Context: an optimization exercise on an open-source flow, tuned for small area, a short achievable clock period and few clock cycles. The choices shown serve that exercise and are no tape-out recipe.
The RTL was checked by simulation tests, not by an equivalence proof against the original design.

## job 2886
==> flow/design.v <==
module mont_mul (
    input  wire [65:0] s,
    input  wire [65:0] c,
    input  wire        ci,
    input  wire [1:0]  d,
    input  wire [64:0] b,
    input  wire [63:0] n,
    output wire [65:0] so,
    output wire [65:0] co,
    output wire        cio
);
    wire [1:0] pb = {(d[1] & b[0]) ^ (d[0] & b[1]), d[0] & b[0]};
    wire [1:0] u  = s[1:0] + c[1:0] + pb + {1'b0, ci};
    wire [1:0] q  = n[1] ? u : {u[1] ^ u[0], u[0]};
    wire [67:0] pp0 = d[0] ? {3'b000, b}       : 68'd0;
    wire [67:0] pp1 = d[1] ? {2'b00, b, ci}    : {67'd0, ci};
    wire [67:0] qq0 = q[0] ? {4'b0000, n}      : 68'd0;
    wire [67:0] qq1 = q[1] ? {3'b000, n, 1'b0} : 68'd0;
    wire [67:0] s0  = {2'b00, s};
    wire [67:0] c0  = {2'b00, c};
    wire [67:0] s1 = s0 ^ c0 ^ pp0;
    wire [67:0] c1 = {((s0 & c0) | (s0 & pp0) | (c0 & pp0)), 1'b0};
    wire [67:0] s2 = s1 ^ c1 ^ pp1;
    wire [67:0] c2 = {((s1 & c1) | (s1 & pp1) | (c1 & pp1)), 1'b0};
    wire [67:0] s3 = s2 ^ c2 ^ qq0;
    wire [67:0] c3 = {((s2 & c2) | (s2 & qq0) | (c2 & qq0)), 1'b0};
    wire [67:0] s4 = s3 ^ c3 ^ qq1;
    wire [67:0] c4 = {((s3 & c3) | (s3 & qq1) | (c3 & qq1)), 1'b0};
    assign so  = s4[67:2];
    assign co  = c4[67:2];
    assign cio = s4[1];
endmodule
module mrpt_mr (
    input  wire        clk,
    input  wire        rst,
    input  wire        start,
    input  wire [1:0]  wsel,
    input  wire [63:0] p,
    output reg         busy,
    output reg         done,
    output reg         res,
    output reg         err,
    output reg  [23:0] aux
);
    localparam [255:0] SIEVE_PRIME =
        256'h08028228800800a28028208820a00a08800228a20208828828208a20a08a28ac;
    localparam [63:0] CASCADE_BOUND = 64'd1795265022;
    localparam [63:0] SIEVE_LEN     = 64'd255;
    localparam [3:0] S_IDLE  = 4'd0,
                     S_CHECK = 4'd1,
                     S_TZ    = 4'd2,
                     S_MSB   = 4'd3,
                     S_WIT   = 4'd4,
                     S_CONV  = 4'd5,
                     S_NEXT  = 4'd6,
                     S_MUL   = 4'd7,
                     S_CPA   = 4'd8,
                     S_LD    = 4'd9,
                     S_DBL   = 4'd10;
    localparam [1:0] P_LOOP = 2'd0,    
                     P_SQS  = 2'd1,    
                     P_CHK  = 2'd2;    
    localparam [1:0] D_X = 2'd0, D_A = 2'd1, D_ONE = 2'd2;
    localparam [2:0] A_ZERO = 3'd0,    
                     A_STEP = 3'd1,    
                     A_WIT  = 3'd2,    
                     A_DBL  = 3'd3,    
                     A_X    = 3'd4;    
    reg [3:0]  state;
    reg [63:0] n;         
    reg [1:0]  ws;        
    reg        casc;
    reg [1:0]  ewr;       
    reg [5:0]  s;         
    reg [5:0]  msb;       
    reg [5:0]  idx;       
    reg [5:0]  jc;        
    reg [2:0]  widx;
    reg        sq;        
    reg [6:0]  cnt;       
    reg [1:0]  ph;
    reg [1:0]  dsel;
    reg [64:0] x;         
    reg [64:0] ar;        
    reg [65:0] acc_s;
    reg [65:0] acc_c;
    reg        acc_ci;
    reg [1:0]  dig;
    function [30:0] witness(input w64, input [2:0] i);
        begin
            if (w64) begin
                case (i)
                    3'd0:    witness = 31'd2;
                    3'd1:    witness = 31'd325;
                    3'd2:    witness = 31'd9375;
                    3'd3:    witness = 31'd28178;
                    3'd4:    witness = 31'd450775;
                    3'd5:    witness = 31'd9780504;
                    default: witness = 31'd1795265022;
                endcase
            end else begin
                case (i)
                    3'd0:    witness = 31'd2;
                    3'd1:    witness = 31'd7;
                    default: witness = 31'd61;
                endcase
            end
        end
    endfunction
    wire range_err = (ws == 2'd0) ? (n[63:8]  != 56'd0) :
                     (ws == 2'd1) ? (n[63:16] != 48'd0) :
                     (ws == 2'd2) ? (n[63:32] != 32'd0) : 1'b0;
    wire do_casc   = (ws == 2'd3) && (n < CASCADE_BOUND);
    wire [1:0] ews = do_casc ? 2'd2 : ws;
    wire nbit = n[idx];
    wire       is64 = (ewr == 2'd3);              
    wire [5:0] dlen = 6'd4 << ewr;                
    wire [6:0] wtop = (7'd8 << ewr) - 7'd1;       
    wire last_wit = is64 ? (widx == 3'd6) : (widx == 3'd2);
    wire [30:0] wval = witness(is64, widx);
    wire [65:0] st_s, st_c;
    wire        st_ci;
    mont_mul u_step (
        .s   (acc_s),
        .c   (acc_c),
        .ci  (acc_ci),
        .d   (dig),
        .b   (x),
        .n   (n),
        .so  (st_s),
        .co  (st_c),
        .cio (st_ci)
    );
    wire [65:0] sum = acc_s + acc_c + {65'd0, acc_ci};
    wire [64:0] dbl = sum[65] ? {acc_s[63:0], 1'b0} : {sum[63:0], 1'b0};
    wire [67:0] dpad  = {3'b000, (dsel == D_A) ? ar : x};
    wire [1:0]  dnext = (dsel == D_ONE) ? 2'b00 : dpad[{cnt[5:0] + 6'd1, 1'b0} +: 2];
    wire a_one = (ar == 65'd1);
    wire a_nm1 = (ar == {1'b0, n[63:1], 1'b0});
    reg [1:0]  go_dsel;
    reg [1:0]  x0;
    reg [2:0]  aload;
    task launch(input [1:0] ds, input [1:0] phase);
        begin
            go_dsel = ds;
            dsel   <= ds;
            ph     <= phase;
            cnt    <= 7'd0;
            state  <= S_MUL;
        end
    endtask
    task loop_step;
        begin
            if (idx == s) begin
                jc <= 6'd0;
                launch(D_ONE, P_CHK);
            end else begin
                idx <= idx - 6'd1;
                sq  <= 1'b1;
                launch(D_X, P_LOOP);
            end
        end
    endtask
    task finish(input r, input e, input [23:0] ax);
        begin
            res   <= r;
            err   <= e;
            aux   <= ax;
            done  <= 1'b1;
            busy  <= 1'b0;
            state <= S_IDLE;
        end
    endtask
    always @(posedge clk) begin
        go_dsel = D_X;
        x0      = x[1:0];
        aload   = A_ZERO;
        case (state)
            S_IDLE: begin
                n  <= p;
                ws <= wsel;
                if (start) begin
                    busy  <= 1'b1;
                    done  <= 1'b0;
                    state <= S_CHECK;
                end
            end
            S_CHECK: begin
                casc <= do_casc;
                ewr  <= ews;
                idx  <= 6'd1;
                widx <= 3'd0;
                if (range_err) begin
                    finish(1'b0, 1'b1, 24'd0);
                end else if (n == 64'd1 || n[0] == 1'b0) begin
                    finish(n == 64'd2, 1'b0, 24'h0000F0);
                end else if (n < SIEVE_LEN) begin
                    finish(SIEVE_PRIME[n[7:0]], 1'b0,
                           {16'h0000, 4'hF, 1'b0, do_casc, 2'd1});
                end else begin
                    state <= S_TZ;
                end
            end
            S_TZ: begin
                if (nbit) begin
                    s     <= idx;
                    idx   <= wtop[5:0];
                    state <= S_MSB;
                end else begin
                    idx <= idx + 6'd1;
                end
            end
            S_MSB: begin
                if (nbit) begin
                    msb   <= idx;
                    state <= S_WIT;
                end else begin
                    idx <= idx - 6'd1;
                end
            end
            S_WIT: begin
                aload = A_WIT;
                cnt   <= {dlen, 1'b0} + 7'd2;
                state <= S_CONV;
            end
            S_CONV: begin
                x   <= dbl;
                cnt <= cnt - 7'd1;
                if (cnt == 7'd1) begin
                    ar    <= dbl;
                    idx   <= msb;
                    sq    <= 1'b0;
                    ph    <= P_LOOP;
                    state <= S_NEXT;
                end else begin
                    aload = A_DBL;
                end
            end
            S_LD: begin
                aload = A_X;
                state <= S_DBL;
            end
            S_DBL: begin
                x  <= dbl;
                x0 = dbl[1:0];
                sq <= 1'b0;
                loop_step;
            end
            S_NEXT: begin
                if (ph == P_LOOP) begin
                    loop_step;
                end else begin
                    if (a_nm1 || (jc == 6'd0 && a_one)) begin
                        if (last_wit) begin
                            finish(1'b1, 1'b0, {2'b00, s, 8'h00, 4'hF, 1'b0, casc, 2'd2});
                        end else begin
                            widx  <= widx + 3'd1;
                            state <= S_WIT;
                        end
                    end else if (a_one || jc + 6'd1 >= s) begin
                        finish(1'b0, 1'b0, {2'b00, s, 8'h00, 1'b0, widx, 1'b0, casc, 2'd2});
                    end else begin
                        jc <= jc + 6'd1;
                        launch(D_X, P_SQS);
                    end
                end
            end
            S_MUL: begin
                aload = A_STEP;
                cnt <= cnt + 7'd1;
                if (cnt[5:0] == dlen)
                    state <= S_CPA;
            end
            S_CPA: begin
                x0 = sum[1:0];
                if (ph == P_CHK) begin
                    ar    <= sum[64:0];
                    state <= S_NEXT;
                end else begin
                    x <= sum[64:0];
                    if (ph == P_SQS) begin
                        launch(D_ONE, P_CHK);
                    end else if (sq && nbit) begin
                        if (widx == 3'd0) begin
                            state <= S_LD;         
                        end else begin
                            sq <= 1'b0;
                            launch(D_A, P_LOOP);
                        end
                    end else begin
                        loop_step;
                    end
                end
            end
            default: state <= S_IDLE;
        endcase
        case (aload)
            A_STEP:  begin acc_s <= st_s;              acc_c <= st_c;          acc_ci <= st_ci; end
            A_WIT:   begin acc_s <= {35'd0, wval};     acc_c <= {2'b11, ~n};   acc_ci <= 1'b1;  end
            A_DBL:   begin acc_s <= {1'b0, dbl};       acc_c <= {2'b11, ~n};   acc_ci <= 1'b1;  end
            A_X:     begin acc_s <= {1'b0, x};         acc_c <= {2'b11, ~n};   acc_ci <= 1'b1;  end
            default: begin acc_s <= 66'd0;             acc_c <= 66'd0;         acc_ci <= 1'b0;  end
        endcase
        dig <= (state == S_MUL)    ? dnext :
               (go_dsel == D_X)    ? x0 :
               (go_dsel == D_A)    ? ar[1:0] : 2'b01;
        if (rst) begin
            state <= S_IDLE;
            busy  <= 1'b0;
            done  <= 1'b0;
        end
    end
endmodule
Settings: LEC_CHECK=0, CAP_MARGIN=20, CORE_MARGIN=2, CORE_UTILIZATION=40, SLEW_MARGIN=20; clock period 11.0 ns.
standard.sh (not shown) runs the stock make flow with config.mk's settings and CLKGATE_MAP_FILE= SYNTH_SCRIPT=/design/flow/synth_recipe.tcl, a recipe that flattens the netlist after the stock synthesis.
==> flow/flow/run.sh <==
#!/bin/bash
# Layout: the standard ORFS flow (standard.sh, unchanged synthesis and
# steps), with repair_timing asked for a larger setup margin so that it keeps
# improving the critical paths below the 11 ns constraint. The SDC (clock
# period, I/O delays, loads) is the standard flow's, unchanged.
set -euo pipefail
bash standard.sh SETUP_SLACK_MARGIN=7.5 finish > standard_flow.log 2>&1
Job 2886 did not stop at any stage, and its layout met the timing, design-rule and antenna checks.
Testbench counts of job 2886, summed over its fixed seeds: cycles 1,678,691.
## Diff of input files: job 4114 against job 2886
-- flow/design.v --
<<< job 2886, line 48
    localparam [63:0] SIEVE_LEN     = 64'd255;
    localparam [3:0] S_IDLE  = 4'd0,
                     S_CHECK = 4'd1,
                     S_TZ    = 4'd2,
                     S_MSB   = 4'd3,
>>> job 4114, line 48
    localparam [63:0] SIEVE_LEN     = 64'd255;
    localparam [3:0] S_IDLE  = 4'd0,
                     S_TZ    = 4'd2,
                     S_MSB   = 4'd3,
<<< job 2886, line 177
        aload   = A_ZERO;
        case (state)
            S_IDLE: begin
                n  <= p;
                ws <= wsel;
                if (start) begin
                    busy  <= 1'b1;
                    done  <= 1'b0;
                    state <= S_CHECK;
                end
            end
            S_CHECK: begin
                casc <= do_casc;
                ewr  <= ews;
>>> job 4114, line 176
        aload   = A_ZERO;
        case (state)
            S_IDLE: if (!busy) begin
                n  <= p;
                ws <= wsel;
            end else begin
                casc <= do_casc;
                ewr  <= ews;
<<< job 2886, line 295
            default: state <= S_IDLE;
        endcase
        case (aload)
            A_STEP:  begin acc_s <= st_s;              acc_c <= st_c;          acc_ci <= st_ci; end
>>> job 4114, line 288
            default: state <= S_IDLE;
        endcase
        if (!busy && start) begin
            busy <= 1'b1;
            done <= 1'b0;
        end
        case (aload)
            A_STEP:  begin acc_s <= st_s;              acc_c <= st_c;          acc_ci <= st_ci; end
## What came out
Every run (job 4114 and job 2886) finished clean.
Re non-clock buffer total of the final layout: job 4114 is 62 down on job 2886.
The number of tap cells added at floorplan of job 4114 is higher than that of job 2886.
Looking only at minimum hold slack, and setting everything else aside, the lower value of job 4114 and job 2886 goes to job 4114.
Diff job 2886 -> job 4114 | maximum number of pins on one net before global-route repair | decrease of 4
Post-detailed-placement cell area was higher in job 4114 than in job 2886.
Job 4114 ended up with acc_s[57] as its capture point of the worst path; job 2886 ended up with x[15].
Die area | job 4114 > job 2886
Testbench counts of job 4114, summed over its fixed seeds: cycles 1,678,691.

[re-timing with driven ports]
In the flow no input, the clock included, has a driving cell. The finished layouts below were timed again as built, in two steps.
Step 1 (the two cells are an assumption about what drives the block):
set clk [get_ports {clk}]
set_driving_cell -lib_cell sky130_fd_sc_hd__clkbuf_16 $clk
set_driving_cell -lib_cell sky130_fd_sc_hd__buf_2 [delete_from_list [all_inputs] $clk]
Step 2 adds t to the input delays and takes it off the output delays; t is the mean of the earliest and latest rising clock arrival at the registers after step 1. Input paths then give back, and output paths get back, about the clock's delay inside the block.
Three values: ideal, step 1, step 2; two values: the first two.
run | t (ns) | setup WS [ns] | slew at the worst register clock pin (ns)
job 2886 | 0.661 | 7.349 / 7.349 / 7.273 | 0.07 / 0.07
job 4114 | 0.675 | 7.427 / 7.427 / 7.427 | 0.07 / 0.07
After both steps setup and hold are still met in every run listed. The setup slack of job 2886, which loses most, moves by 0.000 ns with the drivers and by -0.076 ns with both steps.
